From an optimization exercise on the open Yosys and OpenROAD flow, aimed at small area; shortcuts taken in it are not production practice. The RTL was checked by simulation tests, not by an equivalence proof against the original design. No driver is modelled on the clock port, so clocking that relies on it looks cheaper here than on a real chip. Power figures rest on the tool's default switching activity, not on a simulated workload.

File: design/flow/constraint.sdc
create_clock -name core_clock -period 25.0 [get_ports {clk}]
set_input_delay 5.0000 -clock core_clock [delete_from_list [all_inputs] [get_ports {clk}]]
set_output_delay 5.0000 -clock core_clock [all_outputs]
set_load 0.01 [all_outputs]
File: design/flow/flow/area.abc
&get -n
&st
&syn2
&dch
&nf -R 1000 -p
&put
File: design/flow/design.v
module jdo_rca #(
    parameter W = 8
) (
    input  wire [W-1:0] a,
    input  wire [W-1:0] b,
    input  wire         ci,
    output wire [W-1:0] s,
    output wire         co
);
    wire [W:0] c;
    assign c[0] = ci;
    genvar i;
    generate for (i = 0; i < W; i = i + 1) begin : g_bit
        assign s[i]   = a[i] ^ b[i] ^ c[i];
        assign c[i+1] = (a[i] & b[i]) | (a[i] & c[i]) | (b[i] & c[i]);
    end endgenerate
    assign co = c[W];
endmodule
module jdo_coord_non (
    input  wire [11:0] raw,
    output wire [6:0]  coord
);
    wire [3:0]  lo;
    wire        c4, c16;
    wire [11:0] hi;
    jdo_rca #(4)  a_lo (.a(~raw[3:0]), .b(raw[11:8]), .ci(1'b1), .s(lo), .co(c4));
    jdo_rca #(12) a_hi (.a(raw), .b({4'hF, ~raw[11:4]}), .ci(c4), .s(hi), .co(c16));
    assign coord = hi[11:5];
endmodule
module jdo_coord_inv (
    input  wire [11:0] raw,
    output wire [5:0]  coord
);
    wire [2:0]  lo;
    wire        c3, c15;
    wire [11:0] hi;
    jdo_rca #(3)  a_lo (.a(raw[2:0]), .b(~raw[11:9]), .ci(1'b1), .s(lo), .co(c3));
    jdo_rca #(12) a_hi (.a(~raw), .b({3'h7, raw[11:3]}), .ci(c3), .s(hi), .co(c15));
    assign coord = hi[11:6];
endmodule
module jdo_duty_map (
    input  wire [11:0] raw,
    output wire [10:0] hi,      
    output wire        sat      
);
    wire [11:0] nz;             
    assign nz[0] = 1'b0;
    genvar i;
    generate for (i = 0; i < 11; i = i + 1) begin : g_nz
        assign nz[i+1] = nz[i] | raw[i];
    end endgenerate
    wire neg = ~raw[11];
    assign sat = neg & ~nz[11];
    assign hi  = (raw[10:0] ^ ({11{neg}} & nz[10:0])) | {11{sat}};
endmodule
module jdo (
    input  wire        clk,
    input  wire        rst,          
    input  wire [31:0] op,           
    input  wire [31:0] now,          
    output wire [15:0] pwm_out0,
    output wire [15:0] pwm_out1,
    output wire [16:0] disp_out,
    output wire        ind_out,
    output wire [31:0] result_out,
    output wire        fault_out
);
    localparam [31:0] DEBOUNCE_W = 32'd200000;
    reg [31:0] last_a, last_j;
    reg        va, vj;           
    reg        mod_en;
    reg        bj;               
    reg        pend_a, pend_j;
    reg [11:0] rx, ry;
    reg        vr;               
    reg        dm;               
    reg [10:0] pwm0_hi, pwm1_hi;
    reg        pwm0_sat, pwm1_sat;
    reg        disp_b;
    reg [5:0]  disp_inv;
    reg [6:0]  disp_non;
    reg [2:0]  phase;
    reg        faulted;
    reg [2:0]  fault_code;
    reg [31:0] result;
    wire [3:0]  opc  = op[31:28];
    wire        src  = op[27];
    wire [3:0]  idx  = op[3:0];
    wire z26 = (op[26:24] == 3'd0);
    wire z27 = z26 & ~op[27];
    wire z23 = (op[23:12] == 12'd0);
    wire z11 = (op[11:4] == 8'd0);
    wire z3  = (op[3:0] == 4'd0);
    wire is_nop    = (opc == 4'h0);
    wire is_fall   = (opc == 4'h1);
    wire is_svc    = (opc == 4'h2);
    wire is_sample = (opc == 4'h3);
    wire is_loopnz = (opc >= 4'h4) && (opc <= 4'h8);
    wire is_mapcn  = (opc == 4'h9);
    wire is_mapci  = (opc == 4'hA);
    wire is_mapd   = (opc == 4'hB);
    wire is_map    = is_mapcn | is_mapci | is_mapd;
    wire is_read   = (opc == 4'hC);
    wire illegal_op = (opc >= 4'hD);
    wire res_ok =
        ((is_nop | is_loopnz) & z27 & z23 & z11 & z3) |
        ((is_fall | is_svc)   & z26 & z23 & z11 & z3) |
        (is_sample & z27) |
        (is_map    & z27 & z23) |
        (is_read   & z27 & z23 & z11);
    wire reserved_field = !illegal_op && !res_ok;
    reg in_phase;
    always @(*) begin
        case (phase)
            3'd0:    in_phase = (opc == 4'h3);
            3'd1:    in_phase = (opc == 4'h4);
            3'd2:    in_phase = (opc == 4'h5);
            3'd3:    in_phase = (opc == 4'h6);
            3'd4:    in_phase = (opc == 4'h7);
            3'd5:    in_phase = (opc == 4'h8);
            default: in_phase = 1'b0;
        endcase
    end
    wire is_loop  = is_sample | is_loopnz;
    wire pend_s   = src ? pend_j : pend_a;
    wire bad_reg  = (idx > 4'd10);
    wire seq_fault = is_loop & ~in_phase;
    wire spur      = is_svc & ~pend_s;
    wire exec_fault = seq_fault | spur | (is_read & bad_reg);
    wire raise = illegal_op | reserved_field | exec_fault;
    wire [2:0] raise_code = illegal_op ? 3'd1 : reserved_field ? 3'd2 :
                            seq_fault ? 3'd3 : spur ? 3'd4 : 3'd5;
    wire ok = ~raise;
    wire [11:0] u = is_map ? op[11:0] : rx;
    wire [11:0] v = is_map ? op[11:0] : ry;
    wire [6:0]  non_v;
    wire [5:0]  inv_u;
    wire [10:0] du_hi, dv_hi;
    wire        du_sat, dv_sat;
    jdo_coord_non cn (.raw(v), .coord(non_v));
    jdo_coord_inv ci (.raw(u), .coord(inv_u));
    jdo_duty_map  d0 (.raw(u), .hi(du_hi), .sat(du_sat));
    jdo_duty_map  d1 (.raw(v), .hi(dv_hi), .sat(dv_sat));
    wire        sel_j    = is_svc ? src : op[1];
    wire [31:0] last_s   = ({32{~sel_j & va}} & last_a) | ({32{sel_j & vj}} & last_j);
    wire [32:0] bc;
    wire [31:0] delta;
    assign bc[0] = 1'b1;
    genvar gi;
    generate for (gi = 0; gi < 32; gi = gi + 1) begin : g_sub
        wire nl = ~last_s[gi];
        assign delta[gi]  = now[gi] ^ nl ^ bc[gi];
        assign bc[gi+1]   = (now[gi] & nl) | (now[gi] & bc[gi]) | (nl & bc[gi]);
    end endgenerate
    wire [18:0] gt;
    assign gt[0] = 1'b0;
    generate for (gi = 0; gi < 18; gi = gi + 1) begin : g_cmp
        if (DEBOUNCE_W[gi]) assign gt[gi+1] = delta[gi] & gt[gi];
        else                assign gt[gi+1] = delta[gi] | gt[gi];
    end endgenerate
    wire accept = gt[18] | (|delta[31:18]);
    wire ph2 = (phase == 3'd2);
    wire ph4 = (phase == 3'd4);
    wire nr  = ~rst;
    wire rd  = is_read & nr & ok;
    wire r0  = rd & (idx == 4'd0);
    wire r12 = rd & ((idx == 4'd1) | (idx == 4'd2));
    wire r3  = rd & (idx == 4'd3);
    wire r4  = rd & (idx == 4'd4) & vr;
    wire r5  = rd & (idx == 4'd5);
    wire r6  = rd & (idx == 4'd6);
    wire r7  = rd & (idx == 4'd7);
    wire r8  = rd & (idx == 4'd8);
    wire r9  = rd & (idx == 4'd9);
    wire r10 = rd & (idx == 4'd10);
    wire mp  = nr & ok;
    wire s_non  = (is_mapcn & mp) | (r7 & ph4);
    wire s_invl = is_mapci & mp;
    wire s_invh = r7 & ph4;
    wire s_dv   = r5 & ph2 & dm;
    wire s_du   = (is_mapd & mp) | s_dv;
    wire s_pwm  = r6 | (r5 & ~ph2);
    wire s_disp = r8 | (r7 & ~ph4);
    wire [15:0] du = {du_hi, {5{du_sat}}};
    wire [15:0] dv = {dv_hi, {5{dv_sat}}};
    wire [15:0] pwm0 = {pwm0_hi, {5{pwm0_sat}}};
    wire [15:0] pwm1 = {pwm1_hi, {5{pwm1_sat}}};
    wire [15:0] disp16 = {2'd0, disp_inv, 1'b0, disp_non};
    wire [31:0] result_next =
        ({32{s_non}}  & {25'd0, non_v}) |
        ({32{s_invl}} & {26'd0, inv_u}) |
        ({32{s_invh}} & {18'd0, inv_u, 8'd0}) |
        ({32{s_du}}   & {16'd0, du}) |
        ({32{s_dv}}   & {dv, 16'd0}) |
        ({32{s_pwm}}  & {pwm1, pwm0}) |
        ({32{s_disp}} & {16'd0, disp16}) |
        ({32{r8}}     & {15'd0, disp_b, 16'd0}) |
        ({32{r0}}     & {29'd0, bj, bj, mod_en}) |
        ({32{r12}}    & last_s) |
        ({32{r3}}     & {30'd0, pend_j, pend_a}) |
        ({32{r4}}     & {8'd0, ry, rx}) |
        ({32{r9}}     & {29'd0, phase}) |
        ({32{r10}}    & {25'd0, fault_code, 3'd0, faulted});
    wire do_loop = ok & is_loop;
    wire wr_res  = ok & (is_map | is_read);
    wire svc_ok  = ok & is_svc;
    wire we_a    = svc_ok & ~src & accept;
    wire we_j    = svc_ok &  src & accept;
    wire do_samp = do_loop & (opc == 4'h3);
    wire do_act  = do_loop & (opc == 4'h5);
    wire do_rend = do_loop & (opc == 4'h7);
    always @(posedge clk) begin
        result <= (result & {32{~rst & ~wr_res}}) | result_next;
        if (we_a) last_a <= now;
        if (we_j) last_j <= now;
        if (do_samp) begin
            rx <= op[11:0];
            ry <= op[23:12];
        end
        if (do_loop && opc == 4'h4)
            dm <= mod_en;
    end
    always @(posedge clk) begin
        if (rst) begin
            va         <= 1'b0;
            vj         <= 1'b0;
            vr         <= 1'b0;
            mod_en     <= 1'b1;
            bj         <= 1'b0;
            phase      <= 3'd0;
            faulted    <= 1'b0;
            fault_code <= 3'd0;
        end else begin
            if (raise) begin
                if (!faulted)
                    fault_code <= raise_code;
                faulted <= 1'b1;
            end
            if (we_a) begin
                va     <= 1'b1;
                mod_en <= !mod_en;
            end
            if (we_j) begin
                vj <= 1'b1;
                bj <= !bj;
            end
            if (do_loop)
                case (phase)
                    3'd0:    phase <= 3'd1;
                    3'd1:    phase <= 3'd2;
                    3'd2:    phase <= 3'd3;
                    3'd3:    phase <= 3'd4;
                    3'd4:    phase <= 3'd5;
                    default: phase <= 3'd0;
                endcase
            if (do_samp)
                vr <= 1'b1;
        end
    end
    wire fall_ok = ok & is_fall;
    always @(posedge clk) begin
        pend_a <= nr & ((fall_ok & ~src) | (pend_a & ~(svc_ok & ~src)));
        pend_j <= nr & ((fall_ok &  src) | (pend_j & ~(svc_ok &  src)));
    end
    wire pwm_ld  = do_act & dm & nr;
    wire pwm_hd  = ~do_act & nr;
    wire disp_ld = do_rend & nr;
    wire disp_hd = ~do_rend & nr;
    always @(posedge clk) begin
        pwm0_hi  <= (du_hi & {11{pwm_ld}}) | (pwm0_hi & {11{pwm_hd}});
        pwm0_sat <= (du_sat & pwm_ld) | (pwm0_sat & pwm_hd);
        pwm1_hi  <= (dv_hi & {11{pwm_ld}}) | (pwm1_hi & {11{pwm_hd}});
        pwm1_sat <= (dv_sat & pwm_ld) | (pwm1_sat & pwm_hd);
        disp_b   <= (bj & disp_ld) | (disp_b & disp_hd);
        disp_inv <= (inv_u & {6{disp_ld}}) | (disp_inv & {6{disp_hd}});
        disp_non <= (non_v & {7{disp_ld}}) | (disp_non & {7{disp_hd}});
    end
    assign pwm_out0   = pwm0;
    assign pwm_out1   = pwm1;
    assign disp_out   = {disp_b, disp16};
    assign ind_out    = bj;
    assign result_out = result;
    assign fault_out  = faulted;
endmodule
File: design/flow/flow/port_bufs.tcl
# POST_FLOORPLAN hook: remove the buffers that synthesis put in front of
# output ports (several ports on one net, or a constant). Global placement's
# buffer_ports then gives every output port a buffer of its own, as it does
# for all other ports.
set bufs {}
foreach inst [get_cells *] {
  if {![get_property [get_lib_cells -of_objects $inst] is_buffer]} continue
  foreach pin [get_pins -of_objects $inst -filter "direction==output"] {
    if {[llength [get_ports -quiet -of_objects [get_nets -of_objects $pin]]] > 0} {
      lappend bufs $inst
    }
  }
}
puts "port_bufs.tcl: removing [llength $bufs] buffers in front of output ports"
if {[llength $bufs] > 0} { remove_buffers $bufs }
File: design/flow/flow/clk_leaf.tcl
# POST_CTS hook: a clock tree leaf buffer that drives few flip-flops does not
# need a clkbuf_8; one that drives at most 10 of them gets a clkbuf_4 (same
# function, smaller).
set small [get_lib_cells sky130_fd_sc_hd__clkbuf_4]
set n 0
foreach inst [get_cells *] {
  if {[get_property $inst ref_name] ne "sky130_fd_sc_hd__clkbuf_8"} continue
  set out [get_pins -of_objects $inst -filter "direction==output"]
  set loads [get_pins -quiet -of_objects [get_nets -of_objects $out] -filter "direction==input"]
  set leaf 1
  foreach p $loads {
    if {[get_property [get_lib_cells -of_objects [get_cells -of_objects $p]] is_buffer]} { set leaf 0 }
  }
  if {$leaf && [llength $loads] <= 10} {
    replace_cell $inst $small
    incr n
  }
}
puts "clk_leaf.tcl: $n leaf clock buffers resized to clkbuf_4"
File: design/flow/config.mk
export PLATFORM = sky130hd
export DESIGN_NAME = jdo
export DESIGN_NICKNAME = jdo
export VERILOG_FILES = /design/flow/design.v
export SDC_FILE = /design/flow/constraint.sdc
export NUM_CORES = 4
export LEC_CHECK = 0
export CAP_MARGIN = 20
export CORE_MARGIN = 2
export CORE_UTILIZATION = 55
export SLEW_MARGIN = 20
File: design/flow/flow/run.sh
#!/bin/bash
# Own layout flow: the standard flow (standard.sh), with these changes:
#  - synthesis is the standard synthesis script (synth_recipe.tcl), except
#    that its one ABC call (technology mapping of the combinational logic)
#    uses flow/area.abc, an area-oriented mapping script, instead of ORFS's
#    abc_speed.script. Everything before ABC, including the flip-flops and
#    their names and cell types, is unchanged;
#  - after floorplan, the buffers synthesis put in front of output ports are
#    removed (flow/port_bufs.tcl), since every port gets its own buffer in
#    global placement anyway;
#  - those port buffers are the smallest buffer cell, buf_1, instead of
#    clkdlybuf4s50_1;
#  - clock tree synthesis uses clkbuf_8 buffers and no dummy loads; after it,
#    leaf clock buffers that drive at most 10 flip-flops become clkbuf_4
#    (flow/clk_leaf.tcl).
# The full make output goes to flow_make.log here; ORFS keeps each step's
# log under orfs/logs/.
set -euo pipefail
here="$PWD"
cat > "$here/flow/area_synth.tcl" <<EOF
proc abc {args} {
  set i [lsearch -exact \$args -script]
  if {\$i >= 0} { lset args [expr {\$i + 1}] {$here/flow/area.abc} }
  puts "area_synth.tcl: abc \$args"
  yosys abc {*}\$args
}
source {$here/synth_recipe.tcl}
EOF
export POST_FLOORPLAN_TCL="$here/flow/port_bufs.tcl"
export POST_CTS_TCL="$here/flow/clk_leaf.tcl"
export BUFFER_PORTS_ARGS="-buffer_cell sky130_fd_sc_hd__buf_1"
export CTS_ARGS="-sink_clustering_enable -repair_clock_nets -sink_clustering_size 12 -sink_clustering_max_diameter 60 -root_buf sky130_fd_sc_hd__clkbuf_8 -buf_list sky130_fd_sc_hd__clkbuf_8 -dont_use_dummy_load"
bash standard.sh SYNTH_SCRIPT="$here/flow/area_synth.tcl" finish > flow_make.log 2>&1
File: design/flow/standard.sh
#!/bin/bash
# synth_recipe.tcl (not shown) runs the flow's synth.tcl, then flattens the netlist and writes it again
# the make line also repeats each setting of config.mk as NAME=value (left out here)
make -C /OpenROAD-flow-scripts/flow DESIGN_CONFIG=/design/flow/config.mk WORK_HOME=/design/flow/orfs CLKGATE_MAP_FILE= SYNTH_SCRIPT=/design/flow/synth_recipe.tcl "${@:-finish}"
==> run_results.csv <==
group,metric,value,unit
setup_path,cpPeakStageDelay,0.50,ns
synth,synth_edf_count,89,
setup_path,startpoint,"op[28]",
setup_path,rr_worst_depth,50,
detailed_routing,wl_per_cell,24.7,um
timing,worst_pin_slew,1.09,ns
hold_path,holdCritPathClass,"flip-flop to flip-flop",
synth,seq_area_frac_synth,51.2,%
setup_path,crit_end,"bj",
finish,num_antenna_cells,0,
pwr,p_leak,3.17,nW
synth,synthFlopType,"edfxtp_1",
outcome,outcome,"no timing/DRC/antenna violations",
placement,io_buffers,145,
global_route,grt_pass1_vias,7048,
placement,dp_hpwl,21.4,mm
synth,synth_top_area_share,31.4,%
setup_path,worstPathArrival,20.62,ns
floorplan,ios,149,
placement,dp_cells,1120,
placement,dpl_cell_area,9340,um2
synth,ys_async_sr_fraction,0,%
pwr,power,0.000479,W
detailed_routing,drt_iter0_drc,905,
job,max_cap_violations,0,
cts,path_clk_slew,0.11,ns
finish,final_common_cell,"buf_1",
setup_path,crit_cells,55,
global_route,grt_max_degree,36,
detailed_routing,drcViolationCount,0,
floorplan,core-area,15100,um2
synth,ys_types,54,
setup_path,path_buf_inv,12,
detailed_routing,drt_wl_total,28.1,mm
finish,drive_gt1_share,4.21,%
synth,ys_warn_count,1,
floorplan,placementRows,45,
hold_path,min-delay-start,"result[21]",
synth,synth_cells,786,
cts,insertion_delay,0.47,ns
global_route,overflow,0,
detailed_routing,viasPerCell,6.56,
detailed_routing,firstDrtPassIters,5,
setup_path,worstPathRequired,25.32,ns
setup_path,crit_type,"primary input to flip-flop",
synth,synth_area,8510,um2
finish,fill_cells,1300,
setup_path,path_delay_family,"adder cells",
setup_path,reg2reg_from,"vj",
setup_path,cp-end-kind,"flip-flop",
setup_path,cpMostUsedCell,"fa_1",
timing,relSlewSlack,27.5,%
cts,cts_tree,"done",
global_route,grt_pass1_wl,41.5,mm
timing,clock.fmax,0.0493,GHz
setup_path,regToRegSetupSlack,9.88,ns
timing,rsz0062_at_grt,"false",
detailed_routing,vias,7454,
setup_path,r2r-end,"bj",
detailed_routing,ant_nets,0,
timing,fin_skew,0.0335,ns
floorplan,start_util,56.2,%
timing,setup_tns,0,ns
timing,fin_crit,20.29,ns
setup_path,slowest_stage,"nor3_1",
global_route,antenna_found_initial,0,
pwr,peakVddDrop,0.0277,mV
synth,synth_area_leaders,"edfxtp_1, dfxtp_1, fa_1",
timing,period_share,81.2,%
cts,cts.sinks,173,
floorplan,die_area,16500,um2
timing,final_hold_viol_count,0,
placement,place.gp.congestion,0.940,
pwr,power_density,50.3,nW/um2
finish,final_cell_mix,"buf_1, nand2_1, edfxtp_1, dfxtp_1, nor2_1",
global_route,grt_usage,34.5,%
timing,drv_slew,0,
synth,avgSynthCellArea,10.8,um2
setup_path,start_kind,"primary input",
synth,netlist.top_cell.by_area,"edfxtp_1",
timing,setup_viol,0,
floorplan,die_x,128,um
finish,design_area,9530,um2
floorplan,die_height,128,um
finish,syn2layout_area_growth,12.0,%
setup_path,cp_max_fo,35,
finish,final_cell_count_no_fill,1137,
synth,ys_ff_latch,173,
finish,fin_nets,1059,
## worst min-delay path: stages, from the launching register on
cell and delay, ns:
dfxtp_1 0.35, a21oi_1 0.07, nand2_1 0.05
## worst min path at each step
| stage | end | slack, ns | depth (start not counted) |
|---|---|---|---|
| after floorplan | fault_code[2] | 0.43 | 2 |
| after global placement | vj | 0.45 | 2 |
| after detailed placement | vj | 0.46 | 2 |
| after global routing | vj | 0.51 | 2 |
| final | result[21] | 0.48 | 2 |
## synth_stat cells, drive strengths merged (6+ instances only)
library cell  number
nor4               6
a221oi            21
a22oi             35
buf               14
o21ai             48
nand4              6
and2              17
nand2b            11
maj3               6
nor3               8
ha                 6
nand2            101
nor2              60
fa                36
dfxtp             84
nand3             13
a21oi             41
nand3b             7
a22o              31
clkinv            36
a222oi            16
xnor2             14
o22ai              7
edfxtp            89
xor2               7
nor2b             10
## stage by stage
| step | setup slack (ns) | hold slack (ns) | utilization (%) |
|---|---|---|---|
| 2_1_floorplan | 2.86 | 0.426 | - |
| 3_3_place_gp | 4.62 | 0.450 | 61.6 |
| 5_1_grt | 3.89 | 0.510 | 62.9 |
| 6_report | 4.71 | 0.482 | 62.9 |
| 3_5_place_dp | 4.10 | 0.461 | 61.6 |
## kinds of logic after synthesis
| group | count (synthesis) | share of synthesized area, % |
|---|---|---|
| AO/OA/AOI/OAI | 230 | 19.0 |
| XOR/XNOR | 21 | 2.16 |
| adder cells (fa/ha/maj) | 48 | 10.1 |
| buffers and inverters | 50 | 2.82 |
| flip-flops | 173 | 51.2 |
| multiplexers | 1 | 0.118 |
| other | 1 | 0.0441 |
| AND/OR/NAND/NOR | 262 | 14.6 |
## sequential cells by signal, indices dropped and copies added (netlist names), 3 cells and up
signal / count
disp_non: 7
disp_inv: 6
pwm1_hi: 11
ry: 12
result: 32
last_j: 32
rx: 12
phase: 3
pwm0_hi: 11
fault_code: 3
last_a: 32
## metal layers
layer  routed length [um]  track usage (%)  up-vias
met5                    0                0        -
met4                  864             14.4        0
met3                 2290             5.95       58
met2                13700             56.6      425
met1                11200             45.8     3701
li1                     -                -     3270
## area by class of cell
cell class	count	area [um2]	area share (%)
Tap cell	188	235	2.47
Clock buffer	17	190	2.00
Multi-Input combinational cell	565	3970	41.7
Timing Repair Buffer	158	642	6.74
Sequential cell	173	4350	45.7
Inverter	36	135	1.42
## power by group
group | leakage, nW | switching (W) | internal [W]
clock | 0.104 | 0.0000875 | 0.0000486
sequential | 1.48 | 0.000000372 | 0.000298
combinational | 1.59 | 0.0000312 | 0.0000140
total | 3.17 | 0.000119 | 0.000360

## re-timing with driven ports
The flow's constraints put no driver on any port. The routed layout listed below was extracted and timed again, unchanged, in two steps. Step 1 sets driving cells, clkbuf_16 on the clock port and buf_2 on the other inputs (assumed; they add their load-dependent delay and slew). Step 2 times the ports against the registers' clock, not the clock port: input delays grow and output delays shrink by t, the midpoint of the rising clock arrivals with the driver on. Slacks: ideal ports / drivers / drivers and shift; pairs: ideal ports / drivers.
t, ns: 0.490
slack for setup (ns): 4.707 / 4.728 / 4.237
worst hold slack (ns): 0.482 / 0.482 / 0.482
worst register clock-pin slew, ns: 0.11 / 0.11
cell pins on the clock port's net: 1
After both steps this run still meets setup and hold. The setup slack of this run moves by +0.021 ns with the drivers and by -0.470 ns with both steps.
